Background: an optimization exercise with open tools, aiming at small area, a short achievable clock period and few clock cycles. Do not read the settings as production practice.
Function was not checked in any run shown here: the RTL went through the layout flow alone.
No activity file was given, so power comes from the tool's default toggle rates.

## design/flow/flow/run.sh

```bash
#!/bin/bash
# The standard layout (standard.sh runs ORFS from the standard synthesis to the
# final layout), with the smallest buffer, sky130_fd_sc_hd__buf_1, on each port.
export BUFFER_PORTS_ARGS="-buffer_cell sky130_fd_sc_hd__buf_1"
bash standard.sh > standard.log 2>&1
```

## design/flow/standard.sh

```bash
#!/bin/bash
# synth_recipe.tcl (not shown) runs the flow's synth.tcl, then flattens the netlist and writes it again
# the make line also repeats each setting of config.mk as NAME=value (left out here)
make -C /OpenROAD-flow-scripts/flow DESIGN_CONFIG=/design/flow/config.mk WORK_HOME=/design/flow/orfs CLKGATE_MAP_FILE= SYNTH_SCRIPT=/design/flow/synth_recipe.tcl "${@:-finish}"
```

## design/flow/config.mk

```make
export PLATFORM = sky130hd
export DESIGN_NAME = jkbus_io
export DESIGN_NICKNAME = jkbus_io
export VERILOG_FILES = /design/flow/design.v
export SDC_FILE = /design/flow/constraint.sdc
export NUM_CORES = 4
export LEC_CHECK = 0
export CAP_MARGIN = 20
export CORE_MARGIN = 2
export CORE_UTILIZATION = 35
export CTS_BUF_LIST = sky130_fd_sc_hd__clkbuf_8
export PLACE_DENSITY = 0.6
export SETUP_SLACK_MARGIN = 3.7
export SLEW_MARGIN = 20
export TNS_END_PERCENT = 3
```

## design/flow/constraint.sdc

```tcl
create_clock -name core_clock -period 8.0 [get_ports {clk}]
set_input_delay 1.6000 -clock core_clock [delete_from_list [all_inputs] [get_ports {clk}]]
set_output_delay 1.6000 -clock core_clock [all_outputs]
set_load 0.01 [all_outputs]
```

## design/flow/design.v

```verilog
module jk_uart #(
    parameter integer P    = 248,    
    parameter integer BUSY = 0,      
    parameter integer SW   = 5       
) (
    input  wire          clk,
    input  wire          clr,         
    input  wire          wr,          
    input  wire          fall,        
    input  wire          level,       
    input  wire          stp,         
    input  wire          ev,          
    input  wire [SW-1:0] s,           
    output wire          act,         
    output wire [8:0]    n_out,
    output wire [8:0]    gn,          
    output wire          ginf,        
    output reg           pb_valid,
    output wire [7:0]    pb_data
);
    localparam integer ARMN = P + P / 2 + 1;
    localparam integer NW   = $clog2(ARMN + 1);
    reg  [3:0]    br;      
    reg  [NW-1:0] n;       
    reg  [7:0]    acc;     
    reg           pend;    
    reg  [NW-1:0] pr;      
    wire last = br == 4'd1;
    wire qd   = BUSY == 2 && pend;
    assign act     = br != 4'd0;
    assign n_out   = n;
    assign gn      = last ? pr : P;
    assign ginf    = last && !qd;
    assign pb_data = acc;
    always @(posedge clk) begin
        pb_valid <= 1'b0;
        if (clr) begin
            br   <= 4'd0;
            pend <= 1'b0;
        end else if (wr) begin
            if (fall) begin
                if (br == 4'd0 || (last && BUSY == 1)) begin
                    br <= 4'd9;
                    n  <= ARMN[NW-1:0];
                end else if (last && BUSY == 2 && !pend) begin
                    pend <= 1'b1;
                    pr   <= ARMN[NW-1:0] - n;
                end
            end
        end else if (stp && act) begin
            if (!ev) begin
                n <= n - s;
            end else if (!last) begin
                acc <= {level, acc[7:1]};
                br  <= br - 1'b1;
                n   <= P[NW-1:0];
            end else begin
                pb_valid <= 1'b1;
                if (qd) begin
                    pend <= 1'b0;
                    br   <= 4'd9;
                    n    <= pr;
                end else begin
                    br <= 4'd0;
                end
            end
        end
    end
endmodule
module jk_kbd #(
    parameter integer T_START     = 36,
    parameter integer T_ZERO      = 10,
    parameter integer T_ONE       = 22,
    parameter integer T_BYTEPAUSE = 50,
    parameter integer T_WORDPAUSE = 120,
    parameter integer SW          = 5
) (
    input  wire          clk,
    input  wire          clr,
    input  wire [17:0]   keylatch,    
    input  wire          setkey,      
    input  wire [17:0]   setkey_code,
    input  wire          stp,
    input  wire          ev,
    input  wire [SW-1:0] s,
    output wire          act,
    output wire [8:0]    n_out,
    output wire [8:0]    gn,          
    output wire          ginf,        
    output reg           stb_valid
);
    localparam [2:0] IDLE       = 3'd0,
                     START_WAIT = 3'd1,
                     BIT_WAIT   = 3'd2,
                     BYTE_PAUSE = 3'd3,
                     WORD_PAUSE = 3'd4;
    reg  [2:0]  phase;
    reg  [17:0] code;
    reg         widx;
    reg  [2:0]  bidx;
    reg  [6:0]  n;
    reg  [17:0] pend;
    wire [7:0]  word       = widx ? code[7:0] : code[15:8];
    wire [2:0]  nbidx      = bidx + 1'b1;
    wire        bit0       = word[7];
    wire        nbit       = word[3'd7 - nbidx];
    wire        poll_pend  = pend[17:16] != 2'd0;
    wire        poll_latch = keylatch[17:16] != 2'd0;
    wire        poll       = poll_pend || poll_latch;
    wire [17:0] poll_code  = poll_pend ? pend : keylatch;
    wire        idle       = phase == IDLE;
    wire        byte2      = code[17:16] == 2'd2 && !widx;
    reg  [6:0]  n_ev;
    always @* begin
        case (phase)
            START_WAIT: n_ev = bit0 ? T_ONE : T_ZERO;
            BIT_WAIT:   n_ev = bidx != 3'd7 ? (nbit ? T_ONE : T_ZERO)
                             : byte2 ? T_BYTEPAUSE : T_WORDPAUSE;
            default:    n_ev = T_START;
        endcase
    end
    assign act   = !idle || poll;
    assign n_out = {2'b00, n};    
    assign gn    = {2'b00, n_ev};
    assign ginf  = (idle || phase == WORD_PAUSE) && !poll;
    always @(posedge clk) begin
        stb_valid <= 1'b0;
        if (clr) begin
            phase <= IDLE;
            n     <= 7'd1;
            pend  <= 18'd0;
        end else if (setkey) begin
            if (!idle && setkey_code[17:16] != 2'd0 && setkey_code != code && !poll_pend)
                pend <= setkey_code;
        end else if (stp && act) begin
            if (!ev) begin
                n <= n - s;
            end else begin
                n <= n_ev;
                case (phase)
                    START_WAIT: begin
                        stb_valid <= 1'b1;
                        phase     <= BIT_WAIT;
                        bidx      <= 3'd0;
                    end
                    BIT_WAIT: begin
                        stb_valid <= 1'b1;
                        bidx      <= nbidx;
                        if (bidx == 3'd7)
                            phase <= byte2 ? BYTE_PAUSE : WORD_PAUSE;
                    end
                    BYTE_PAUSE: begin
                        widx  <= 1'b1;
                        bidx  <= 3'd0;
                        phase <= START_WAIT;
                    end
                    default: begin    
                        if (poll) begin
                            code  <= poll_code;
                            widx  <= 1'b0;
                            bidx  <= 3'd0;
                            phase <= START_WAIT;
                            if (poll_pend)
                                pend <= 18'd0;
                        end else begin
                            phase <= IDLE;
                            n     <= 7'd1;
                        end
                    end
                endcase
            end
        end
    end
endmodule
module jkbus_io (
    input  wire         clk,
    input  wire         rst,           
    input  wire         cmd_valid,
    output wire         cmd_ready,
    input  wire [31:0]  cmd,
    input  wire [7:0]   ext_rdata,     
    output reg          rsp_valid,     
    output wire [7:0]   rsp_data,
    output reg          ext_valid,     
    output wire         ext_we,
    output wire [1:0]   ext_dev,
    output wire [15:0]  ext_port,
    output wire [7:0]   ext_data,
    output reg          xtick_valid,   
    output wire [27:0]  xtick_count,
    output reg          reset_ev,      
    output wire [3:0]   pb_valid,      
    output wire [31:0]  pb_data,
    output wire [127:0] pb_time,
    output wire         stb_valid,     
    output wire [31:0]  stb_time
);
    localparam [7:0] PORT_IDLE = 8'hFF;
    reg  [31:0] c;
    reg  [7:0]  cx;        
    reg         cv;        
    reg         st;        
    reg  [7:0]  cr0;
    reg         cr1_7, cr2_0, cr2_2;
    reg  [3:0]  cr3_52;    
    reg  [7:0]  inlatch;
    reg  [17:0] keylatch;
    reg  [31:0] tnow;
    wire [15:0] addr = c[23:8];
    wire [7:0]  dat  = c[7:0];
    wire [1:0]  k_len = c[25:24];
    wire [7:0]  k_w0  = c[15:8];
    wire [7:0]  k_w1  = c[7:0];
    wire is_ioread   = c[31:24] == 8'h20 && c[7:0] == 8'h00;
    wire is_iowrite  = c[31:24] == 8'h30;
    wire is_setkey   = c[31:26] == 6'b100000 && c[23:16] == 8'h00 && k_len != 2'd3
                       && !(k_len == 2'd0 && (k_w0 != 8'd0 || k_w1 != 8'd0))
                       && !(k_len == 2'd1 && k_w1 != 8'd0);
    wire is_setinput = c[31:8] == 24'h900000;
    wire is_reset    = c == 32'hF0000000;
    wire m0 = addr[7:0] == 8'h04;
    wire m1 = addr[7:3] == 5'b11100;
    wire m2 = !addr[2];
    wire m3 = addr == 16'h0085;
    wire m4 = addr[7:1] == 7'b0100011;
    wire m6 = addr[15:8] == 8'h12 && addr[3:0] == 4'hD;
    wire m7 = addr[3:0] == 4'h5;
    wire w0 = m0;
    wire w1 = m1;
    wire w2 = !m1 && m2;
    wire w3 = m3;
    wire w4 = m4;
    wire w6 = m6;
    wire r6 = m6;
    wire r7 = !m1 && m7;
    wire rx = m1 || m2 || m4;       
    wire wx = rx;
    wire do_wr  = cv && is_iowrite;
    wire do_rd  = cv && is_ioread;
    wire do_rst = cv && is_reset;
    wire clr    = rst || do_rst;
    wire wr0  = do_wr && w0;
    wire wr1  = do_wr && w3;
    wire wr2  = do_wr && w4;
    localparam integer SW   = 5;
    localparam [SW-1:0] SMAX = {SW{1'b1}};
    reg           rb;                  
    reg           rdy;                 
    wire [27:0]   rem = c[27:0];
    wire [SW-1:0] rlo = rem[SW-1:0];
    wire [27-SW:0] rhi = rem[27:SW];
    wire [4:0]  act, ginf;
    wire [8:0]  n0, n1, n2, n3, n4;
    wire [8:0]  g0, g1, g2, g3, g4;
    wire [8:0]  nn [0:4];
    wire [8:0]  gg [0:4];
    assign nn[0] = n0; assign nn[1] = n1; assign nn[2] = n2; assign nn[3] = n3; assign nn[4] = n4;
    assign gg[0] = g0; assign gg[1] = g1; assign gg[2] = g2; assign gg[3] = g3; assign gg[4] = g4;
    function lt_f;
        input [SW-1:0] a, b;
        integer k;
        reg r;
        begin
            r = 1'b0;
            for (k = 0; k < SW; k = k + 1)
                r = (!a[k] && b[k]) || (!(a[k] && !b[k]) && r);
            lt_f = r;
        end
    endfunction
    function eq_f;
        input [SW-1:0] a, b;
        integer k;
        reg r;
        begin
            r = 1'b1;
            for (k = 0; k < SW; k = k + 1)
                r = r && !(a[k] && !b[k]) && !(!a[k] && b[k]);
            eq_f = r;
        end
    endfunction
    reg  [4:0]    nlo, hit, ev, eqr, hz;
    reg  [SW-1:0] s;
    integer i, j;
    always @* begin
        for (i = 0; i < 5; i = i + 1) begin
            nlo[i] = nn[i][8:SW] == 0;
            hit[i] = act[i] && nlo[i] && (rb || !lt_f(rlo, nn[i][SW-1:0]));
            eqr[i] = nlo[i] && eq_f(rlo, nn[i][SW-1:0]);
            hz[i]  = ginf[i] || gg[i][8:SW] != 0 || lt_f(rlo, gg[i][SW-1:0]);
        end
        for (i = 0; i < 5; i = i + 1) begin
            ev[i] = hit[i];
            for (j = 0; j < 5; j = j + 1)
                if (j != i && act[j] && nlo[j] && lt_f(nn[j][SW-1:0], nn[i][SW-1:0])) ev[i] = 1'b0;
        end
        s = hit == 5'd0 ? (rb ? SMAX : rlo) : {SW{1'b0}};
        for (i = 0; i < 5; i = i + 1)
            if (ev[i]) s = s | nn[i][SW-1:0];
    end
    wire          any_hit = hit != 5'd0;
    wire [4:0]    evs     = st ? ev : 5'd0;
    wire [SW:0]    lo_d   = {1'b0, rlo} - {1'b0, s};
    wire           bor    = lo_d[SW];
    wire [27-SW:0] rhi_m1 = rhi - 1'b1;
    wire [27:0]    rem_n  = {bor ? rhi_m1 : rhi, lo_d[SW-1:0]};
    wire           rhi_ge2 = rhi[27-SW:1] != 0;
    wire           rhi_eq1 = rhi == 1;
    wire           rb_n   = rhi_ge2 || (rhi_eq1 && !bor);
    wire           fin    = !rb && (!any_hit || (ev & eqr) != 5'd0);
    wire [SW:0]    t_lo   = {1'b0, tnow[SW-1:0]} + {1'b0, s};
    wire [31-SW:0] thi    = tnow[31:SW];
    wire [31-SW:0] thi_p1 = thi + 1'b1;
    wire [31:0]    tnow_n = {t_lo[SW] ? thi_p1 : thi, t_lo[SW-1:0]};
    wire free_next = !rb && (hit & ~ev) == 5'd0 && (ev & ~hz) == 5'd0;
    assign cmd_ready = rdy;
    wire accept = cmd_valid && rdy;
    always @(posedge clk) begin
        rsp_valid   <= 1'b0;
        ext_valid   <= 1'b0;
        xtick_valid <= 1'b0;
        reset_ev    <= 1'b0;
        if (accept) begin
            c  <= cmd;
            cx <= ext_rdata;
            rb <= cmd[27:SW] != 0;
        end else if (st && !fin) begin
            c[27:0] <= rem_n;
            rb      <= rb_n;
        end
        if (rst) begin
            cv       <= 1'b0;
            st       <= 1'b0;
            rdy      <= 1'b1;
            cr0      <= 8'hFF;
            cr1_7    <= 1'b1;
            cr2_0    <= 1'b1;
            cr2_2    <= 1'b1;
            cr3_52   <= 4'd0;
            inlatch  <= 8'h00;
            keylatch <= 18'd0;
            tnow     <= 32'd0;
        end else begin
            cv <= accept && cmd[31:28] != 4'h4;
            if (accept)
                st <= cmd[31:28] == 4'h4 && cmd[27:0] != 28'd0;
            else if (st && fin)
                st <= 1'b0;
            if (accept)
                rdy <= 1'b0;
            else if (st)
                rdy <= fin || free_next;
            else
                rdy <= 1'b1;
            if (accept && cmd[31:28] == 4'h4)
                xtick_valid <= 1'b1;
            if (st)
                tnow <= tnow_n;
            if (do_wr) begin
                if (w0) cr0 <= dat;
                if (w3) cr1_7 <= dat[7];
                if (w4) begin cr2_0 <= dat[0]; cr2_2 <= dat[2]; end
                if (w6) cr3_52 <= dat[5:2];
                if (wx) ext_valid <= 1'b1;
            end
            if (do_rd) begin
                rsp_valid <= 1'b1;
                if (rx) ext_valid <= 1'b1;
            end
            if (cv && is_setkey)
                keylatch <= {k_len, k_w0, k_w1};
            if (cv && is_setinput)
                inlatch <= dat;
            if (do_rst) begin
                cr0      <= 8'hFF;
                cr1_7    <= 1'b1;
                cr2_0    <= 1'b1;
                cr2_2    <= 1'b1;
                cr3_52   <= 4'd0;
                reset_ev <= 1'b1;
            end
        end
    end
    assign xtick_count = c[27:0];
    assign rsp_data    = rx ? cx : m0 ? cr0 : r6 ? {2'b00, cr3_52, 2'b00} : r7 ? inlatch : PORT_IDLE;
    assign ext_we      = c[28];
    assign ext_port    = addr;
    assign ext_data    = c[28] ? dat : cx;
    assign ext_dev     = m1 ? 2'd1 : m2 ? 2'd0 : 2'd2;
    assign pb_time     = {tnow, tnow, tnow, tnow};
    assign stb_time    = tnow;
    jk_uart #(.P(248), .BUSY(0), .SW(SW)) u_uart0 (
        .clk(clk), .clr(clr), .wr(wr0), .fall(cr0[1] && !dat[1]), .level(cr0[1]),
        .stp(st), .ev(evs[0]), .s(s), .act(act[0]), .n_out(n0), .gn(g0), .ginf(ginf[0]),
        .pb_valid(pb_valid[0]), .pb_data(pb_data[7:0]));
    jk_uart #(.P(337), .BUSY(2), .SW(SW)) u_uart1 (
        .clk(clk), .clr(clr), .wr(wr1), .fall(cr1_7 && !dat[7]), .level(cr1_7),
        .stp(st), .ev(evs[1]), .s(s), .act(act[1]), .n_out(n1), .gn(g1), .ginf(ginf[1]),
        .pb_valid(pb_valid[1]), .pb_data(pb_data[15:8]));
    jk_uart #(.P(29), .BUSY(1), .SW(SW)) u_uart2 (
        .clk(clk), .clr(clr), .wr(wr2), .fall(cr2_0 && !dat[0]), .level(cr2_0),
        .stp(st), .ev(evs[2]), .s(s), .act(act[2]), .n_out(n2), .gn(g2), .ginf(ginf[2]),
        .pb_valid(pb_valid[2]), .pb_data(pb_data[23:16]));
    jk_uart #(.P(13), .BUSY(2), .SW(SW)) u_uart3 (
        .clk(clk), .clr(clr), .wr(wr2), .fall(cr2_2 && !dat[2]), .level(cr2_2),
        .stp(st), .ev(evs[3]), .s(s), .act(act[3]), .n_out(n3), .gn(g3), .ginf(ginf[3]),
        .pb_valid(pb_valid[3]), .pb_data(pb_data[31:24]));
    jk_kbd #(.T_START(36), .T_ZERO(10), .T_ONE(22), .T_BYTEPAUSE(50), .T_WORDPAUSE(120), .SW(SW)) u_kbd (
        .clk(clk), .clr(clr), .keylatch(keylatch),
        .setkey(cv && is_setkey), .setkey_code({k_len, k_w0, k_w1}),
        .stp(st), .ev(evs[4]), .s(s), .act(act[4]), .n_out(n4), .gn(g4), .ginf(ginf[4]),
        .stb_valid(stb_valid));
endmodule
```

==> impl_metrics.py, run 1 <==
metrics = {
    "status": {
        "status": "no timing/DRC/antenna violations",
    },
    "routing": {
        "via_per_inst": 5.48,
        "drcViolationCount": 0,
        "ant_nets": 0,
        "via_count": 15567,
        "drt-initial-drc-count": 1457,
        "wirelength_microns": 58900,
        "routedWlPerCell_microns": 20.7,
        "dr.pass1.iters": 6,
    },
    "worst_setup_path": {
        "worstSetupPathType": "reg -> reg",
        "reg2regPathDepth": 18,
        "worst_ep_arrival_time_ns": 4.80,
        "crit_path_cell_trace": "inv_1, a21oi_1, o31ai_1, o22ai_2, nor4_4, nand2_1, nand4_1, a221oi_4, buf_4, buf_4, ha_1, nor2b_1, o21ai_0, nand2b_1, a21o_1, a21oi_1, xnor2_1, o21ai_0",
        "critPathLaunchType": "flip-flop",
        "cp.required_ns": 8.37,
        "slowest_stage": "edfxtp_1",
        "worstPathMaxFanout": 11,
        "max_stage_delay_ns": 0.58,
        "cp-end-kind": "flip-flop",
    },
    "logic_synthesis": {
        "yosys_warnings": 6,
        "synth_area_leader_cell": "edfxtp_1",
        "syn_avg_cell_area_sq_um": 9.03,
        "synth_cell_type_count": 94,
        "synth_edf_count": 138,
        "synth_ff_type": "edfxtp_1",
        "synth_area_sq_um": 17500,
        "synth-async-reset-ratio": 0,
        "synth-seq-cells": 269,
        "syn_nets": 2039,
        "ys_top_cells_by_area": "edfxtp_1, dfxtp_1, buf_4, ha_1, nor2_1",
        "synthCells": 1932,
        "ys_seq_area_frac": 0.388,
        "synth_top_cell_area_share": 0.237,
    },
    "cts": {
        "htreeDepth": 2,
        "holdBufCountCts": 0,
        "clkTransAtPathRegs_ns": 0.06,
        "clockRootBuffer": "clkbuf_8",
        "cts_tree": "done",
        "clock_sinks": 269,
        "clk-insertion-delay-late_ns": 0.66,
        "cts_buffer_depth": 3,
        "numCtsBuffers": 49,
    },
    "grt": {
        "grt_pass1_vias": 14437,
        "grtUsageTotal": 0.217,
        "grt_antenna_before_repair": 0,
        "grt_pass1_wl_microns": 85900,
        "grt_max_degree": 56,
        "overflow": 0,
    },
    "pwr": {
        "combPwrFrac": 0.136,
        "ir_drop_v": 0.000145,
        "clkPwrFrac": 0.410,
        "finalPower_mw": 3.37,
        "p_seq_frac": 0.454,
        "p_sw_mw": 0.982,
        "switching_share": 0.292,
        "leakage_nw": 7.42,
        "power.density_nw_per_um2": 166,
        "p_int_mw": 2.38,
    },
    "timing": {
        "max_freq_mhz": 226,
        "rsz0062_at_grt": "yes",
        "post-route-min-period_ns": 4.43,
        "setup_viol": 0,
        "fin_tns_setup_ns": 0,
        "slew_viol_final": 0,
        "period_share": 0.554,
        "fin_worst_skew_ns": 0.0669,
        "tightest_slew_ns": 1.03,
        "slew_headroom": 0.312,
        "hold_violations": 0,
    },
    "run": {
        "maxCapViolations": 0,
    },
    "floorplanning": {
        "start_util": 0.356,
        "die_width_microns": 227,
        "core.rowCount": 81,
        "dieArea_sq_um": 51700,
        "core-area_sq_um": 49100,
        "die_h_microns": 227,
        "io_pins": 308,
    },
    "final_layout": {
        "fillers": 5000,
        "multi_input_area_sq_um": 9140,
        "diodes": 0,
        "final_cells": 2841,
        "register_area_sq_um": 6780,
        "area_growth_pct": 15.9,
        "nets": 2244,
        "drive_gt1_frac": 0.150,
    },
    "min_path": {
        "hold_class": "reg -> reg",
        "holdPathStages": 0,
    },
    "placement": {
        "port_buffers": 307,
        "gp_congestion": 0.933,
        "dpl.cell_count": 2643,
        "hpwl_microns": 39900,
    },
}
[routing by layer]
| metal | global-route usage | wire length [microns] | share of wire |
|---|---|---|---|
| met3 | 0.0518 | 4880 | 0.083 |
| met5 | 0 | 0 | 0 |
| met1 | 0.295 | 25300 | 0.43 |
| met4 | 0.0740 | 1670 | 0.028 |
| met2 | 0.339 | 27100 | 0.46 |
[cell usage in the layout (no fill, tap or decap), types with 11 or more instances in the layout]
cell type  count
nand2b_1      37
dfxtp_1      125
ha_1          53
a21o_1        19
xor2_1        52
mux2i_1       37
a211oi_1      17
buf_4        117
edfxtp_1     138
and3_1        15
a31oi_1       15
or3_1         16
nor2_1       176
o31ai_1       11
nor3_1        51
maj3_1        11
o21ai_0       84
mux2_2        23
nand3_1       42
clkbuf_8      56
nor2b_1       36
nand4_1       32
a21oi_1       90
inv_1         78
o22ai_1       14
o211ai_1      21
clkinv_1      12
nor4_1        16
buf_1        306
xnor2_1       52
nand2_1      157
a22o_1        18
[kinds of logic (layout without fill, tap and decap cells)]
logic type	Yosys count	count (layout)	synth area share
adder cells (fa/ha/maj)	79	79	0.0576
multiplexers	64	64	0.0412
flip-flops	269	269	0.388
buffers and inverters	351	595	0.117
AND/OR/NAND/NOR	672	672	0.195
AO/OA/AOI/OAI	393	394	0.149
XOR/XNOR	104	104	0.0522
[area by class of cell]
type,instances,share of cell area
Inverter,70,0.0132
Tap cell,664,0.0411
Clock inverter,35,0.0124
Sequential cell,269,0.335
Multi-Input combinational cell,1313,0.452
Clock buffer,56,0.0381
Timing Repair Buffer,434,0.108
[sequential cells by signal (all words and copies together) (netlist names), 9 cells and up]
| register | cells |
|---|---|
| u_uart0.n | 9 |
| u_kbd.pend | 18 |
| tnow | 32 |
| c | 32 |
| u_uart1.n | 9 |
| u_uart1.pr | 9 |
| u_kbd.code | 18 |
| keylatch | 18 |
[worst paths after layout]
kind              slack, ns                  startpoint                         end
setup / recovery       3.57  u_uart0.n[1]$_SDFFCE_PN0P_  u_uart2.n[5]$_SDFFCE_PP1P_
setup reg to reg       3.57  u_uart0.n[1]$_SDFFCE_PN0P_  u_uart2.n[5]$_SDFFCE_PP1P_
hold / removal         0.45    u_uart3.acc[6]$_DFFE_PP_    u_uart3.acc[5]$_DFFE_PP_
hold reg to reg        0.45    u_uart3.acc[6]$_DFFE_PP_    u_uart3.acc[5]$_DFFE_PP_
[power by group through the flow]
stage                     sequential [mW]  combinational (mW)  clock, mW
after global routing                 1.53               0.491       1.47
after CTS                            1.53               0.443       1.41
after detailed placement             1.59               0.367          0
after floorplan                      1.54               0.309          0
after global placement               1.58               0.366          0
final                                1.53               0.459       1.38
[critical path, delay by kind of cell (launching register included)]
family	cells	cell delay, ns
AO/OA/AOI/OAI	8	1.40
XOR/XNOR	1	0.16
adder cells (fa/ha/maj)	1	0.26
buffers and inverters	3	0.70
flip-flops	1	0.58
AND/OR/NAND/NOR	5	1.08
[repair_timing]
action | in CTS | in global routing
pin swaps | 15 | 23
endpoints found under the setup margin | 135 | 82
setup buffers | 87 | 19
cloned | 1 | 0
resized for setup | 65 | 34
[synth_stat cells, drive strengths merged, types with 8 or more instances]
library cell / n
buf: 219
nor2: 179
nand2: 160
edfxtp: 138
dfxtp: 131
a21oi: 98
o21ai: 89
inv: 65
clkbuf: 62
nor3: 59
ha: 57
xnor2: 52
xor2: 52
nand3: 45
nand2b: 39
mux2i: 37
nor2b: 37
nand4: 32
nor4: 24
mux2: 23
o211ai: 21
a21o: 20
a211oi: 19
a22o: 19
or3: 19
and3: 17
o22ai: 16
a31oi: 15
maj3: 15
o31ai: 13
nor3b: 12
a221oi: 11
and2: 11
o2111ai: 8
[through the flow]
step	util	cell area [sq um]	hold slack, ns	setup WS (ns)
after global placement	0.364	17900	0.430	2.40
after CTS	0.406	19900	0.450	3.63
after global routing	0.412	20200	0.457	3.41
after floorplan	-	17500	0.422	3.71
final	0.412	20200	0.447	3.57
after detailed placement	0.364	17900	0.432	2.33
==> run 2, diff against run 1 <==
--- a/design/flow/design.v
+++ b/design/flow/design.v
@@ -126,9 +126,9 @@
     always @(posedge clk) begin
         stb_valid <= 1'b0;
         if (clr) begin
-            phase <= IDLE;
-            n     <= 7'd1;
-            pend  <= 18'd0;
+            phase      <= IDLE;
+            n          <= 7'd1;
+            pend[17:16] <= 2'd0;    
         end else if (setkey) begin
             if (!idle && setkey_code[17:16] != 2'd0 && setkey_code != code && !poll_pend)
                 pend <= setkey_code;
@@ -161,7 +161,7 @@
                             bidx  <= 3'd0;
                             phase <= START_WAIT;
                             if (poll_pend)
-                                pend <= 18'd0;
+                                pend[17:16] <= 2'd0;
                         end else begin
                             phase <= IDLE;
                             n     <= 7'd1;
@@ -280,13 +280,15 @@
     endfunction
     reg  [4:0]    nlo, hit, ev, eqr, hz;
     reg  [SW-1:0] s;
+    reg  [9:0]    h;
     integer i, j;
     always @* begin
         for (i = 0; i < 5; i = i + 1) begin
             nlo[i] = nn[i][8:SW] == 0;
             hit[i] = act[i] && nlo[i] && (rb || !lt_f(rlo, nn[i][SW-1:0]));
             eqr[i] = nlo[i] && eq_f(rlo, nn[i][SW-1:0]);
-            hz[i]  = ginf[i] || gg[i][8:SW] != 0 || lt_f(rlo, gg[i][SW-1:0]);
+            h      = {1'b0, nn[i]} + {1'b0, gg[i]};
+            hz[i]  = ginf[i] || h[9:SW] != 0 || lt_f(rlo, h[SW-1:0]);
         end
         for (i = 0; i < 5; i = i + 1) begin
             ev[i] = hit[i];
@@ -337,7 +339,7 @@
             cr2_2    <= 1'b1;
             cr3_52   <= 4'd0;
             inlatch  <= 8'h00;
-            keylatch <= 18'd0;
+            keylatch[17:16] <= 2'd0;    
             tnow     <= 32'd0;
         end else begin
             cv <= accept && cmd[31:28] != 4'h4;
--- a/design/flow/config.mk
+++ b/design/flow/config.mk
@@ -10,6 +10,6 @@
 export CORE_UTILIZATION = 35
 export CTS_BUF_LIST = sky130_fd_sc_hd__clkbuf_8
 export PLACE_DENSITY = 0.6
-export SETUP_SLACK_MARGIN = 3.7
+export SETUP_SLACK_MARGIN = 3.5
 export SLEW_MARGIN = 20
-export TNS_END_PERCENT = 3
+export TNS_END_PERCENT = 10
==> impl_metrics.py, run 2 <==
metrics = {
    "routing": {
        "wirelength_microns": 58600,
        "dr.pass1.iters": 5,
        "ant_nets": 0,
        "via_per_inst": 5.48,
        "drt-initial-drc-count": 1519,
        "routedWlPerCell_microns": 20.0,
        "via_count": 16061,
        "drcViolationCount": 0,
    },
    "min_path": {
        "worstHoldEndpoint": "u_uart0.acc[1]$_DFFE_PP_",
        "hold_class": "reg -> reg",
        "worstHoldStart": "u_uart0.acc[2]$_DFFE_PP_",
        "holdPathStages": 0,
    },
    "timing": {
        "max_freq_mhz": 223,
        "fin_worst_skew_ns": 0.0582,
        "tightest_slew_ns": 1.03,
        "slew_headroom": 0.309,
        "hold_violations": 0,
        "worst_hold_slack_ns": 0.447,
        "setup_viol": 0,
        "post-route-min-period_ns": 4.49,
        "slew_viol_final": 0,
        "rsz0062_at_grt": "yes",
        "period_share": 0.561,
        "setup_slack_ns": 3.51,
        "fin_tns_setup_ns": 0,
    },
    "cts": {
        "clock_sinks": 269,
        "cts_buffer_depth": 3,
        "clk-insertion-delay-late_ns": 0.68,
        "clockRootBuffer": "clkbuf_8",
        "cts_tree": "done",
        "htreeDepth": 2,
        "numCtsBuffers": 51,
        "holdBufCountCts": 0,
        "clkTransAtPathRegs_ns": 0.07,
    },
    "final_layout": {
        "reg_top3": "c: 32 flops, tnow: 32 flops",
        "final_cell_mix": "buf_1, nor2_1, edfxtp_1, buf_4, nand2_1",
        "area_growth_pct": 19.5,
        "diodes": 0,
        "fin_area_sq_um": 21500,
        "register_area_sq_um": 7100,
        "drive_gt1_frac": 0.190,
        "multi_input_area_sq_um": 9530,
        "nets": 2342,
        "final_common_cell": "buf_1",
        "fillers": 4997,
    },
    "logic_synthesis": {
        "synth_area_leader_cell": "edfxtp_1",
        "synthCells": 1936,
        "ys_top_cells_by_area": "edfxtp_1, dfxtp_1, buf_4, ha_1, nor2_1",
        "yosys_warnings": 6,
        "synth_edf_count": 170,
        "ys_seq_area_frac": 0.393,
        "synth-seq-cells": 269,
        "synth-async-reset-ratio": 0,
        "syn_avg_cell_area_sq_um": 9.31,
        "synth_top_cell_area_share": 0.283,
        "synth_area_sq_um": 18000,
        "synth_cell_type_count": 91,
        "syn_nets": 2069,
        "synth_most_common_cell": "nor2_1",
        "synth_ff_type": "edfxtp_1",
        "synthTopCellsByCount": "nor2_1, buf_4, edfxtp_1, nand2_1, dfxtp_1",
    },
    "floorplanning": {
        "die_width_microns": 231,
        "start_util": 0.353,
        "dieArea_sq_um": 53300,
        "io_pins": 308,
        "core.rowCount": 83,
        "die_h_microns": 231,
        "core-area_sq_um": 51100,
    },
    "placement": {
        "gp_congestion": 0.953,
        "hpwl_microns": 38700,
        "place_area_sq_um": 18500,
        "port_buffers": 307,
        "pre_cts_slack_ns": 2.08,
    },
    "run": {
        "maxCapViolations": 0,
    },
    "grt": {
        "grtUsageTotal": 0.208,
        "grt_pass1_vias": 15146,
        "grt_pass1_wl_microns": 87300,
        "overflow": 0,
        "grt_antenna_before_repair": 1,
        "grt_max_degree": 54,
    },
    "status": {
        "status": "no timing/DRC/antenna violations",
    },
    "worst_setup_path": {
        "worstSetupPathType": "reg -> reg",
        "slowest_stage": "nor4_4",
        "worstPathMaxFanout": 4,
        "cp_top_family": "compound AO/OA/AOI/OAI gates",
        "crit_path_cell_trace": "clkinvlp_4, buf_6, ha_4, o21bai_1, nand3_1, a311oi_2, a21oi_4, nor4_4, a222oi_1, o21ai_2, a211oi_4, buf_6, ha_4, nor2b_4, o21ai_2, nand2b_1, a21o_1, a21o_1, or3_1, xnor2_1, nor2_1, o21ai_1",
        "critPathLaunchType": "flip-flop",
        "reg2reg_from": "c[0]$_DFFE_PP_",
        "cp.required_ns": 8.36,
        "r2r_end": "u_uart1.n[7]$_SDFFCE_PP1P_",
        "worst-path-buf-inv": 3,
        "max_stage_delay_ns": 0.42,
        "reg2regPathDepth": 22,
        "cp-end-kind": "flip-flop",
        "worst_ep_arrival_time_ns": 4.85,
        "rrSetupSlack_ns": 3.51,
    },
    "pwr": {
        "ir_drop_v": 0.000219,
        "leakage_nw": 7.98,
        "finalPower_mw": 4.69,
        "power.density_nw_per_um2": 218,
    },
}
## run 2: cell count changes after synthesis, sizes merged, moves of 12 or more
cell	delta
a21oi	-20
nand4	-14
a22o	-19
edfxtp	+32
ha	+23
nor4	+12
dfxtp	-32
nand2	-19
xnor2	+14
mux2i	-16
nand2b	+15
## run 2: final cells by class
cell class | instances | share of cell area
clock buffer | 53 | 0.0339
clock inverter | 43 | 0.0208
inverter | 71 | 0.0131
multi-input combinational | 1328 | 0.442
sequential | 269 | 0.330
tap | 680 | 0.0395
timing repair buffer | 488 | 0.121
## run 2: routing by layer
layer,wire length (microns),vias to the layer above,track usage
met1,25100,7763,0.281
met3,4450,167,0.0368
met4,2340,2,0.0863
li1,-,7355,-
met2,26700,774,0.330
met5,10,-,0
## run 2: timing repair
item / in CTS / in global routing
gates resized for setup: 37 / 114
gates cloned: 1 / 1
pin swaps: 14 / 75
endpoints found under the setup margin: 136 / 92
buffers inserted: 108 / 50
## run 2: how the worst max path moves through the flow
stage	cells past startpoint	slack [ns]	to	startpoint
floorplan	21	3.43	tnow[11]$_SDFFE_PP0P_	c[0]$_DFFE_PP_
global placement	16	2.34	c[12]$_DFFE_PP_	c[0]$_DFFE_PP_
detailed placement	16	2.08	c[12]$_DFFE_PP_	c[0]$_DFFE_PP_
CTS	20	3.47	u_uart1.n[8]$_SDFFCE_PP1P_	c[0]$_DFFE_PP_
global route	21	3.28	u_uart0.n[8]$_SDFFCE_PP1P_	c[0]$_DFFE_PP_
finish	22	3.51	u_uart1.n[7]$_SDFFCE_PP1P_	c[0]$_DFFE_PP_
## run 2: cells by family after synthesis
| kind of cell | synth area share |
|---|---|
| simple gates | 0.190 |
| compound gates | 0.141 |
| buf+inv | 0.111 |
| flops | 0.393 |
| xor+xnor | 0.0578 |
| fa+ha+maj | 0.0750 |
| mux | 0.0323 |
## run 2: metrics by stage
| step | std cells | util |
|---|---|---|
| after global routing | 2932 | 0.421 |
| after CTS | 2881 | 0.404 |
| after global placement | 2676 | 0.362 |
| final | 2932 | 0.421 |
| after floorplan | 1936 | - |
| after detailed placement | 2676 | 0.362 |
## run 2: where the power goes
group | switching, mW | leakage, nW | internal, mW
sequential | 0.141 | 2.33 | 1.59
clock | 0.661 | 0.668 | 0.920
combinational | 0.807 | 4.98 | 0.574
==> run 3, diff against run 2 <==
--- a/design/flow/design.v
+++ b/design/flow/design.v
@@ -180,7 +180,7 @@
     input  wire [31:0]  cmd,
     input  wire [7:0]   ext_rdata,     
     output reg          rsp_valid,     
-    output wire [7:0]   rsp_data,
+    output reg  [7:0]   rsp_data,
     output reg          ext_valid,     
     output wire         ext_we,
     output wire [1:0]   ext_dev,
@@ -318,6 +318,7 @@
     wire accept = cmd_valid && rdy;
     always @(posedge clk) begin
         rsp_valid   <= 1'b0;
+        rsp_data    <= rx ? cx : m0 ? cr0 : r6 ? {2'b00, cr3_52, 2'b00} : r7 ? inlatch : PORT_IDLE;
         ext_valid   <= 1'b0;
         xtick_valid <= 1'b0;
         reset_ev    <= 1'b0;
@@ -383,7 +384,6 @@
         end
     end
     assign xtick_count = c[27:0];
-    assign rsp_data    = rx ? cx : m0 ? cr0 : r6 ? {2'b00, cr3_52, 2'b00} : r7 ? inlatch : PORT_IDLE;
     assign ext_we      = c[28];
     assign ext_port    = addr;
     assign ext_data    = c[28] ? dat : cx;
==> impl_metrics.py, run 3 <==
metrics = {
    "status": {
        "status": "no timing/DRC/antenna violations",
    },
    "routing": {
        "wirelength_microns": 60300,
        "drt-initial-drc-count": 1150,
        "via_per_inst": 5.51,
        "via_count": 15721,
        "dr.pass1.iters": 7,
        "routedWlPerCell_microns": 21.1,
        "ant_nets": 0,
        "drcViolationCount": 0,
    },
    "pwr": {
        "leakage_nw": 7.53,
        "p_sw_mw": 1.52,
        "p_seq_frac": 0.406,
        "switching_share": 0.342,
        "power.density_nw_per_um2": 212,
        "clkPwrFrac": 0.326,
        "ir_drop_v": 0.000102,
        "combPwrFrac": 0.268,
        "p_int_mw": 2.93,
    },
    "placement": {
        "gp_congestion": 0.962,
        "port_buffers": 307,
        "pre_cts_slack_ns": 1.76,
        "hpwl_microns": 41500,
        "place_area_sq_um": 18600,
        "dpl.cell_count": 2662,
    },
    "logic_synthesis": {
        "synth_area_leader_cell": "edfxtp_1",
        "synthCells": 1919,
        "ys_seq_area_frac": 0.400,
        "synth-seq-cells": 277,
        "syn_nets": 2052,
        "synth_top_cell_area_share": 0.281,
        "yosys_warnings": 6,
        "synthTopCellsByCount": "buf_4, edfxtp_1, nor2_1, nand2_1, o21ai_0",
        "synth_area_sq_um": 18100,
        "synth-async-reset-ratio": 0,
        "syn_avg_cell_area_sq_um": 9.45,
        "ys_top_cells_by_area": "edfxtp_1, dfxtp_1, buf_4, ha_1, xnor2_1",
        "synth_edf_count": 170,
        "synth_most_common_cell": "buf_4",
        "synth_ff_type": "edfxtp_1",
        "synth_cell_type_count": 93,
    },
    "final_layout": {
        "drive_gt1_frac": 0.149,
        "reg_top3": "c: 32 flops, tnow: 32 flops",
        "final_cells": 2854,
        "fillers": 5083,
        "area_growth_pct": 15.7,
        "nets": 2261,
        "final_common_cell": "buf_1",
        "fin_area_sq_um": 21000,
        "final_cell_mix": "buf_1, edfxtp_1, nor2_1, nand2_1",
    },
    "timing": {
        "period_share": 0.566,
        "post-route-min-period_ns": 4.52,
        "slew_headroom": 0.279,
        "tightest_slew_ns": 1.07,
        "rsz0062_at_grt": "yes",
        "fin_worst_skew_ns": 0.0323,
        "setup_viol": 0,
        "setup_slack_ns": 3.48,
        "max_freq_mhz": 221,
        "slew_viol_final": 0,
        "fin_tns_setup_ns": 0,
        "hold_violations": 0,
    },
    "cts": {
        "clkTransAtPathRegs_ns": 0.06,
        "clk-insertion-delay-late_ns": 0.64,
        "htreeDepth": 2,
        "clockRootBuffer": "clkbuf_8",
        "numCtsBuffers": 52,
        "cts_tree": "done",
        "clock_sinks": 277,
        "cts_buffer_depth": 3,
    },
    "grt": {
        "grt_pass1_wl_microns": 89500,
        "grt_antenna_before_repair": 2,
        "grtUsageTotal": 0.216,
        "grt_max_degree": 58,
        "overflow": 0,
        "grt_pass1_vias": 14780,
    },
    "min_path": {
        "hold_class": "reg -> reg",
    },
    "floorplanning": {
        "die_h_microns": 232,
        "dieArea_sq_um": 53700,
        "core.rowCount": 83,
        "io_pins": 308,
        "core-area_sq_um": 51300,
        "start_util": 0.354,
        "die_width_microns": 232,
    },
    "run": {
        "maxCapViolations": 0,
    },
    "worst_setup_path": {
        "worstSetupPathType": "reg -> reg",
        "worstPathMaxFanout": 6,
        "critPathLaunchType": "flip-flop",
        "cp.required_ns": 8.34,
        "worst_ep_arrival_time_ns": 4.87,
        "cp-end-kind": "flip-flop",
    },
}
run 3: changes by cell type in the layout (fill, tap and decap cells not counted), sizes merged, moves of 10 or more:
cell | previous run | this run
a21oi | 79 | 91
buf | 487 | 418
inv | 88 | 98
nand3 | 54 | 40
nor2 | 186 | 140
o21ai | 96 | 111
or3 | 11 | 26
xnor2 | 66 | 76
xor2 | 53 | 37
run 3: worst max-delay path, cell delays in order, from the launching register on:
cell        delay, ns
edfxtp_1         0.41
clkinvlp_4       0.19
ha_2             0.23
maj3_1           0.38
a21oi_2          0.21
o31ai_4          0.13
or4_4            0.61
o22ai_2          0.21
a221oi_2         0.07
and3_4           0.21
buf_4            0.20
ha_1             0.28
nor2b_1          0.13
o21ai_0          0.15
nand2b_1         0.10
a21o_1           0.20
a21oi_2          0.18
nand2_1          0.09
xor2_1           0.14
o211ai_1         0.10
run 3: cell type report:
type | count | area, sq um | area share
Timing Repair Buffer | 419 | 2080 | 0.0992
Clock inverter | 38 | 265 | 0.0126
Clock buffer | 60 | 826 | 0.0394
Tap cell | 680 | 851 | 0.0406
Multi-Input combinational cell | 1297 | 9390 | 0.447
Sequential cell | 277 | 7250 | 0.346
Inverter | 81 | 313 | 0.0149
Antenna cell | 2 | 5.00 | 0.000239
run 3: path summary, 6_finish.rpt:
check,start,slack (ns),endpoint,cells after the start
hold / removal,cr2_0$_SDFFE_PP1P_,0.44,u_uart2.acc[7]$_DFFE_PP_,0
setup / recovery,c[0]$_DFFE_PP_,3.48,u_uart1.n[7]$_SDFFCE_PP1P_,19
hold reg to reg,cr2_0$_SDFFE_PP1P_,0.44,u_uart2.acc[7]$_DFFE_PP_,0
setup reg to reg,c[0]$_DFFE_PP_,3.48,u_uart1.n[7]$_SDFFCE_PP1P_,19
run 3: power by group through the flow:
| stage | sequential [mW] | combinational, mW | clock [mW] |
|---|---|---|---|
| after detailed placement | 1.85 | 1.02 | 0 |
| after global placement | 1.84 | 1.01 | 0 |
| after CTS | 1.81 | 1.10 | 1.50 |
| after global routing | 1.82 | 1.28 | 1.56 |
| after floorplan | 1.75 | 0.825 | 0 |
| final | 1.81 | 1.19 | 1.45 |
run 3: cell families after synthesis:
logic type	after synthesis	share of synthesized area
adder cells (fa/ha/maj)	112	0.0784
AND/OR/NAND/NOR	610	0.176
XOR/XNOR	113	0.0546
flip-flops	277	0.400
multiplexers	47	0.0311
buffers and inverters	347	0.111
AO/OA/AOI/OAI	413	0.150
run 3: what timing repair did:
| item | 4_1_cts | 5_1_grt |
|---|---|---|
| endpoints found under the hold margin | 0 | 0 |
| pin swaps | 8 | 19 |
| hold buffers | 0 | 0 |
| gates resized for setup | 32 | 69 |
| buffers inserted | 50 | 40 |
| cloned | 2 | 0 |
| endpoints found under the setup margin | 93 | 70 |
run 3: layer usage:
layer / GRT usage / vias to the layer above / wire length, microns
li1: - / 7206 / -
met1: 0.284 / 7615 / 25400
met2: 0.353 / 737 / 27600
met3: 0.0333 / 163 / 4710
met4: 0.0935 / 0 / 2590
met5: 0 / - / 0
run 3: per-stage QoR:
step | hold slack, ns | power (mW) | utilization
final | 0.442 | 4.45 | 0.409
after global routing | 0.460 | 4.66 | 0.409
after CTS | 0.447 | 4.40 | 0.396
after detailed placement | 0.431 | 2.87 | 0.363
after global placement | 0.435 | 2.85 | 0.363
after floorplan | 0.408 | 2.57 | -
==> run 4, diff against run 3 <==
--- a/design/flow/design.v
+++ b/design/flow/design.v
@@ -10,7 +10,7 @@
     input  wire          level,       
     input  wire          stp,         
     input  wire          ev,          
-    input  wire [SW-1:0] s,           
+    input  wire [8:0]    n_nx,        
     output wire          act,         
     output wire [8:0]    n_out,
     output wire [8:0]    gn,          
@@ -49,7 +49,7 @@
             end
         end else if (stp && act) begin
             if (!ev) begin
-                n <= n - s;
+                n <= n_nx[NW-1:0];
             end else if (!last) begin
                 acc <= {level, acc[7:1]};
                 br  <= br - 1'b1;
@@ -82,7 +82,7 @@
     input  wire [17:0]   setkey_code,
     input  wire          stp,
     input  wire          ev,
-    input  wire [SW-1:0] s,
+    input  wire [8:0]    n_nx,        
     output wire          act,
     output wire [8:0]    n_out,
     output wire [8:0]    gn,          
@@ -126,15 +126,15 @@
     always @(posedge clk) begin
         stb_valid <= 1'b0;
         if (clr) begin
-            phase      <= IDLE;
-            n          <= 7'd1;
-            pend[17:16] <= 2'd0;    
+            phase <= IDLE;
+            n     <= 7'd1;
+            pend  <= 18'd0;
         end else if (setkey) begin
             if (!idle && setkey_code[17:16] != 2'd0 && setkey_code != code && !poll_pend)
                 pend <= setkey_code;
         end else if (stp && act) begin
             if (!ev) begin
-                n <= n - s;
+                n <= n_nx[6:0];
             end else begin
                 n <= n_ev;
                 case (phase)
@@ -161,7 +161,7 @@
                             bidx  <= 3'd0;
                             phase <= START_WAIT;
                             if (poll_pend)
-                                pend[17:16] <= 2'd0;
+                                pend <= 18'd0;
                         end else begin
                             phase <= IDLE;
                             n     <= 7'd1;
@@ -278,41 +278,61 @@
             eq_f = r;
         end
     endfunction
+    wire [SW-1:0] r = rb ? SMAX : rlo;
+    reg  [SW:0]   dif [0:4][0:4];
+    reg  [SW:0]   dfr [0:4];
+    reg  [SW:0]   tpk [0:4];
+    reg  [SW:0]   rmk [0:4];
+    wire [SW:0]   tpr = {1'b0, tnow[SW-1:0]} + {1'b0, r};
+    wire [SW:0]   rmr = {1'b0, rlo} - {1'b0, r};
     reg  [4:0]    nlo, hit, ev, eqr, hz;
-    reg  [SW-1:0] s;
     reg  [9:0]    h;
+    reg  [SW:0]   t_sel, r_sel, n_sel;
+    reg  [8:0]    n_nx [0:4];
     integer i, j;
     always @* begin
         for (i = 0; i < 5; i = i + 1) begin
             nlo[i] = nn[i][8:SW] == 0;
-            hit[i] = act[i] && nlo[i] && (rb || !lt_f(rlo, nn[i][SW-1:0]));
-            eqr[i] = nlo[i] && eq_f(rlo, nn[i][SW-1:0]);
+            for (j = 0; j < 5; j = j + 1)
+                dif[j][i] = {1'b0, nn[j][SW-1:0]} - {1'b0, nn[i][SW-1:0]};
+            dfr[i] = {1'b0, nn[i][SW-1:0]} - {1'b0, r};
+            tpk[i] = {1'b0, tnow[SW-1:0]} + {1'b0, nn[i][SW-1:0]};
+            rmk[i] = {1'b0, rlo} - {1'b0, nn[i][SW-1:0]};
+            hit[i] = act[i] && nlo[i] && (rb || !rmk[i][SW]);
+            eqr[i] = nlo[i] && rmk[i] == 0;
             h      = {1'b0, nn[i]} + {1'b0, gg[i]};
             hz[i]  = ginf[i] || h[9:SW] != 0 || lt_f(rlo, h[SW-1:0]);
         end
         for (i = 0; i < 5; i = i + 1) begin
             ev[i] = hit[i];
             for (j = 0; j < 5; j = j + 1)
-                if (j != i && act[j] && nlo[j] && lt_f(nn[j][SW-1:0], nn[i][SW-1:0])) ev[i] = 1'b0;
+                if (j != i && act[j] && nlo[j] && dif[j][i][SW]) ev[i] = 1'b0;
+        end
+        t_sel = hit == 5'd0 ? tpr : {(SW+1){1'b0}};
+        r_sel = hit == 5'd0 ? rmr : {(SW+1){1'b0}};
+        for (i = 0; i < 5; i = i + 1) begin
+            if (ev[i]) t_sel = t_sel | tpk[i];
+            if (ev[i]) r_sel = r_sel | rmk[i];
+        end
+        for (j = 0; j < 5; j = j + 1) begin
+            n_sel = hit == 5'd0 ? dfr[j] : {(SW+1){1'b0}};
+            for (i = 0; i < 5; i = i + 1)
+                if (i != j && ev[i]) n_sel = n_sel | dif[j][i];
+            n_nx[j] = {n_sel[SW] ? nn[j][8:SW] - 1'b1 : nn[j][8:SW], n_sel[SW-1:0]};
         end
-        s = hit == 5'd0 ? (rb ? SMAX : rlo) : {SW{1'b0}};
-        for (i = 0; i < 5; i = i + 1)
-            if (ev[i]) s = s | nn[i][SW-1:0];
     end
     wire          any_hit = hit != 5'd0;
     wire [4:0]    evs     = st ? ev : 5'd0;
-    wire [SW:0]    lo_d   = {1'b0, rlo} - {1'b0, s};
-    wire           bor    = lo_d[SW];
+    wire           bor    = r_sel[SW];
     wire [27-SW:0] rhi_m1 = rhi - 1'b1;
-    wire [27:0]    rem_n  = {bor ? rhi_m1 : rhi, lo_d[SW-1:0]};
+    wire [27:0]    rem_n  = {bor ? rhi_m1 : rhi, r_sel[SW-1:0]};
     wire           rhi_ge2 = rhi[27-SW:1] != 0;
     wire           rhi_eq1 = rhi == 1;
     wire           rb_n   = rhi_ge2 || (rhi_eq1 && !bor);
     wire           fin    = !rb && (!any_hit || (ev & eqr) != 5'd0);
-    wire [SW:0]    t_lo   = {1'b0, tnow[SW-1:0]} + {1'b0, s};
     wire [31-SW:0] thi    = tnow[31:SW];
     wire [31-SW:0] thi_p1 = thi + 1'b1;
-    wire [31:0]    tnow_n = {t_lo[SW] ? thi_p1 : thi, t_lo[SW-1:0]};
+    wire [31:0]    tnow_n = {t_sel[SW] ? thi_p1 : thi, t_sel[SW-1:0]};
     wire free_next = !rb && (hit & ~ev) == 5'd0 && (ev & ~hz) == 5'd0;
     assign cmd_ready = rdy;
     wire accept = cmd_valid && rdy;
@@ -340,7 +360,7 @@
             cr2_2    <= 1'b1;
             cr3_52   <= 4'd0;
             inlatch  <= 8'h00;
-            keylatch[17:16] <= 2'd0;    
+            keylatch <= 18'd0;
             tnow     <= 32'd0;
         end else begin
             cv <= accept && cmd[31:28] != 4'h4;
@@ -392,23 +412,23 @@
     assign stb_time    = tnow;
     jk_uart #(.P(248), .BUSY(0), .SW(SW)) u_uart0 (
         .clk(clk), .clr(clr), .wr(wr0), .fall(cr0[1] && !dat[1]), .level(cr0[1]),
-        .stp(st), .ev(evs[0]), .s(s), .act(act[0]), .n_out(n0), .gn(g0), .ginf(ginf[0]),
+        .stp(st), .ev(evs[0]), .n_nx(n_nx[0]), .act(act[0]), .n_out(n0), .gn(g0), .ginf(ginf[0]),
         .pb_valid(pb_valid[0]), .pb_data(pb_data[7:0]));
     jk_uart #(.P(337), .BUSY(2), .SW(SW)) u_uart1 (
         .clk(clk), .clr(clr), .wr(wr1), .fall(cr1_7 && !dat[7]), .level(cr1_7),
-        .stp(st), .ev(evs[1]), .s(s), .act(act[1]), .n_out(n1), .gn(g1), .ginf(ginf[1]),
+        .stp(st), .ev(evs[1]), .n_nx(n_nx[1]), .act(act[1]), .n_out(n1), .gn(g1), .ginf(ginf[1]),
         .pb_valid(pb_valid[1]), .pb_data(pb_data[15:8]));
     jk_uart #(.P(29), .BUSY(1), .SW(SW)) u_uart2 (
         .clk(clk), .clr(clr), .wr(wr2), .fall(cr2_0 && !dat[0]), .level(cr2_0),
-        .stp(st), .ev(evs[2]), .s(s), .act(act[2]), .n_out(n2), .gn(g2), .ginf(ginf[2]),
+        .stp(st), .ev(evs[2]), .n_nx(n_nx[2]), .act(act[2]), .n_out(n2), .gn(g2), .ginf(ginf[2]),
         .pb_valid(pb_valid[2]), .pb_data(pb_data[23:16]));
     jk_uart #(.P(13), .BUSY(2), .SW(SW)) u_uart3 (
         .clk(clk), .clr(clr), .wr(wr2), .fall(cr2_2 && !dat[2]), .level(cr2_2),
-        .stp(st), .ev(evs[3]), .s(s), .act(act[3]), .n_out(n3), .gn(g3), .ginf(ginf[3]),
+        .stp(st), .ev(evs[3]), .n_nx(n_nx[3]), .act(act[3]), .n_out(n3), .gn(g3), .ginf(ginf[3]),
         .pb_valid(pb_valid[3]), .pb_data(pb_data[31:24]));
     jk_kbd #(.T_START(36), .T_ZERO(10), .T_ONE(22), .T_BYTEPAUSE(50), .T_WORDPAUSE(120), .SW(SW)) u_kbd (
         .clk(clk), .clr(clr), .keylatch(keylatch),
         .setkey(cv && is_setkey), .setkey_code({k_len, k_w0, k_w1}),
-        .stp(st), .ev(evs[4]), .s(s), .act(act[4]), .n_out(n4), .gn(g4), .ginf(ginf[4]),
+        .stp(st), .ev(evs[4]), .n_nx(n_nx[4]), .act(act[4]), .n_out(n4), .gn(g4), .ginf(ginf[4]),
         .stb_valid(stb_valid));
 endmodule
==> design/flow/run.sh (new file) <==
#!/bin/bash
# synth_recipe.tcl (not shown) runs the flow's synth.tcl, then flattens the netlist and writes it again
# the make line also repeats each setting of config.mk as NAME=value (left out here)
make -C /OpenROAD-flow-scripts/flow DESIGN_CONFIG=/design/flow/config.mk WORK_HOME=/design/flow/orfs CLKGATE_MAP_FILE= SYNTH_SCRIPT=/design/flow/synth_recipe.tcl finish
--- a/design/flow/config.mk
+++ b/design/flow/config.mk
@@ -8,8 +8,6 @@
 export CAP_MARGIN = 20
 export CORE_MARGIN = 2
 export CORE_UTILIZATION = 35
-export CTS_BUF_LIST = sky130_fd_sc_hd__clkbuf_8
 export PLACE_DENSITY = 0.6
-export SETUP_SLACK_MARGIN = 3.5
+export SETUP_SLACK_MARGIN = 4.5
 export SLEW_MARGIN = 20
-export TNS_END_PERCENT = 10
removed: design/flow/flow/run.sh
removed: design/flow/standard.sh
==> impl_metrics.py, run 4 <==
metrics = {
    "status": {
        "status": "no timing/DRC/antenna violations",
    },
    "cts": {
        "cts_buffer_depth": 3,
        "cts_tree": "done",
        "clockRootBuffer": "clkbuf_16",
        "htreeDepth": 2,
        "clock_sinks": 277,
        "holdBufCountCts": 0,
        "numCtsBuffers": 35,
        "clkTransAtPathRegs_ns": 0.06,
        "clk-insertion-delay-late_ns": 0.56,
    },
    "routing": {
        "drcViolationCount": 0,
        "via_per_inst": 5.78,
        "wirelength_microns": 95100,
        "drt-initial-drc-count": 2200,
        "via_count": 21832,
        "ant_nets": 0,
        "routedWlPerCell_microns": 25.2,
        "dr.pass1.iters": 5,
    },
    "grt": {
        "grt_max_degree": 55,
        "grt_antenna_before_repair": 3,
        "grt_pass1_vias": 20948,
        "grt_pass1_wl_microns": 136000,
        "grtUsageTotal": 0.272,
        "overflow": 0,
    },
    "placement": {
        "hpwl_microns": 64600,
        "pre_cts_slack_ns": 2.84,
        "port_buffers": 307,
        "gp_congestion": 1.03,
    },
    "timing": {
        "hold_violations": 0,
        "slew_headroom": 0.214,
        "rsz0062_at_grt": "yes",
        "setup_slack_ns": 4.20,
        "max_freq_mhz": 263,
        "period_share": 0.475,
        "post-route-min-period_ns": 3.80,
        "tightest_slew_ns": 1.17,
        "fin_worst_skew_ns": 0.0187,
        "slew_viol_final": 0,
        "fin_tns_setup_ns": 0,
        "setup_viol": 0,
    },
    "min_path": {
        "holdPathStages": 0,
        "worstHoldEndpoint": "u_uart0.acc[0]$_DFFE_PP_",
        "hold_class": "reg -> reg",
        "worstHoldStart": "u_uart0.acc[1]$_DFFE_PP_",
    },
    "final_layout": {
        "reg_top3": "c: 32 flops, tnow: 32 flops",
        "drive_gt1_frac": 0.212,
        "final_cell_mix": "clkdlybuf4s50_1, buf_4, ha_1, nor2_1, nand2_1",
        "fin_util": 0.473,
        "multi_input_area_sq_um": 14800,
        "fillers": 5928,
        "area_growth_pct": 34.5,
        "nets": 3204,
        "final_common_cell": "clkdlybuf4s50_1",
        "register_area_sq_um": 6940,
        "diodes": 0,
    },
    "logic_synthesis": {
        "synth_area_leader_cell": "edfxtp_1",
        "synth-seq-cells": 277,
        "synth_cell_type_count": 86,
        "synthCells": 2544,
        "synth_most_common_cell": "ha_1",
        "ys_seq_area_frac": 0.307,
        "syn_nets": 2856,
        "synthTopCellsByCount": "ha_1, nor2_1, a21oi_1, nand2_1, buf_4",
        "synth_edf_count": 138,
        "ys_top_cells_by_area": "edfxtp_1, ha_1, dfxtp_1, buf_4, a21oi_1",
        "synth_ff_type": "dfxtp_1",
        "yosys_warnings": 16,
        "synth_top_cell_area_share": 0.184,
        "synth-async-reset-ratio": 0,
        "synth_area_sq_um": 22600,
        "syn_avg_cell_area_sq_um": 8.87,
    },
    "pwr": {
        "leakage_nw": 12.0,
        "p_int_mw": 2.85,
        "p_seq_frac": 0.395,
        "ir_drop_v": 0.000166,
        "p_sw_mw": 1.16,
        "switching_share": 0.290,
        "combPwrFrac": 0.201,
        "clkPwrFrac": 0.404,
        "power.density_nw_per_um2": 132,
    },
    "run": {
        "maxCapViolations": 0,
    },
    "worst_setup_path": {
        "worstSetupPathType": "reg -> reg",
        "r2r_end": "rdy$_SDFF_PP1_",
        "critPathLaunchType": "flip-flop",
        "startpoint": "u_uart1.br[2]$_SDFFE_PP0P_",
        "worst_ep_arrival_time_ns": 4.23,
        "rrSetupSlack_ns": 4.20,
        "cp-end-kind": "flip-flop",
        "cp.required_ns": 8.42,
        "reg2reg_from": "u_uart1.br[2]$_SDFFE_PP0P_",
        "worstPathMaxFanout": 10,
        "reg2regPathDepth": 12,
    },
    "floorplanning": {
        "dieArea_sq_um": 66500,
        "die_h_microns": 258,
        "io_pins": 308,
        "die_width_microns": 258,
        "start_util": 0.352,
        "core-area_sq_um": 64100,
        "core.rowCount": 93,
    },
}
-- run 4: what timing repair did --
action                     in CTS  in global routing
gates cloned                    6                  5
resized for setup             210                133
pin swaps                      38                 47
buffers inserted              156                 90
setup endpoints to repair     302                175
-- run 4: per-stage QoR --
stage	total power, mW	hold WS [ns]	cell area, sq um	cells
final	4.01	0.450	30300	3774
after floorplan	2.00	0.422	22900	2544
after detailed placement	2.26	0.439	25500	3453
after CTS	3.99	0.452	28900	3679
after global routing	4.13	0.475	30300	3774
after global placement	2.25	0.437	25500	3453
-- run 4: power by group through the flow --
stage / Sequential [mW] / Clock [mW] / Combinational [mW]
after detailed placement: 1.65 / 0 / 0.609
final: 1.58 / 1.62 / 0.806
after global placement: 1.65 / 0 / 0.602
after global routing: 1.59 / 1.70 / 0.849
after CTS: 1.58 / 1.65 / 0.754
after floorplan: 1.60 / 0 / 0.402
-- run 4: worst max-delay path, cell delays in order, from the launching register on --
cell      delay (ns)
dfxtp_1         0.36
nor2_1          0.42
and2_1          0.48
nand2b_1        0.19
ha_1            0.25
fa_1            0.45
maj3_1          0.34
maj3_1          0.37
o21ai_0         0.15
a22oi_1         0.10
o21ai_0         0.18
a22o_1          0.27
o41ai_2         0.12
-- run 4: logic make-up (layout without fill, tap and decap cells) --
group,after synthesis,in the layout,share of synthesized area
and+or+nand+nor,719,723,0.157
adders and majority gates,278,278,0.166
buffers and inverters,424,793,0.100
xor gates and xnor gates,167,167,0.0648
AOI/OAI and AO/OA,637,639,0.182
DFF,277,277,0.307
muxes,42,42,0.0222
-- run 4: worst max path at each step --
stage / end / cells after the start / slack, ns
2_1_floorplan: c[10]$_DFFE_PP_ / 11 / 4.10
3_3_place_gp: c[18]$_DFFE_PP_ / 10 / 3.04
6_report: rdy$_SDFF_PP1_ / 12 / 4.20
3_5_place_dp: c[11]$_DFFE_PP_ / 10 / 2.84
5_1_grt: rdy$_SDFF_PP1_ / 12 / 4.06
4_1_cts: rdy$_SDFF_PP1_ / 13 / 4.27
-- run 4: metal layers --
layer / global-route usage / vias up / part of all wire
met5: 0 / - / 0.00014
met4: 0.120 / 2 / 0.050
met3: 0.0490 / 268 / 0.080
met2: 0.438 / 1163 / 0.45
met1: 0.356 / 10679 / 0.42
li1: - / 9720 / -
-- run 4: area by class of cell --
cell class | instances | area share
clock buffer | 51 | 0.0336
clock inverter | 13 | 0.00466
inverter | 127 | 0.0185
multi-input combinational | 1849 | 0.487
sequential | 277 | 0.229
tap | 855 | 0.0353
timing repair buffer | 602 | 0.192

separate check: timing with driven ports:
Ports are ideal in the flow. The routed layouts listed here were re-timed in OpenROAD.
Step 1 assumes that a clkbuf_16 drives the clock port and a buf_2 every other input.
Step 2 adds t to the input delays and takes it off the output delays; t is the mean of the earliest and latest rising clock arrival at the registers after step 1. Input paths then give back, and output paths get back, about the clock's delay inside the block.
Slacks: no drivers / after step 1 / after step 2; pairs: no drivers / after step 1.
| run | shift t [ns] | slack for setup (ns) | clock arrival spread, ns | worst data-port slew with drivers (ns) |
|---|---|---|---|---|
| run 1 | 0.685 | 3.566 / 3.566 / 3.347 | 0.067 / 0.067 | 0.09 |
| run 2 | 0.703 | 3.513 / 3.513 / 3.513 | 0.058 / 0.058 | 0.04 |
| run 3 | 0.681 | 3.475 / 3.475 / 3.475 | 0.032 / 0.032 | 0.07 |
| run 4 | 0.611 | 4.197 / 4.197 / 3.853 | 0.019 / 0.019 | 0.06 |
After both steps setup and hold are still met in every run listed. For run 4, which loses most, drivers alone change the setup slack by 0.000 ns; drivers and shift together by -0.344 ns.
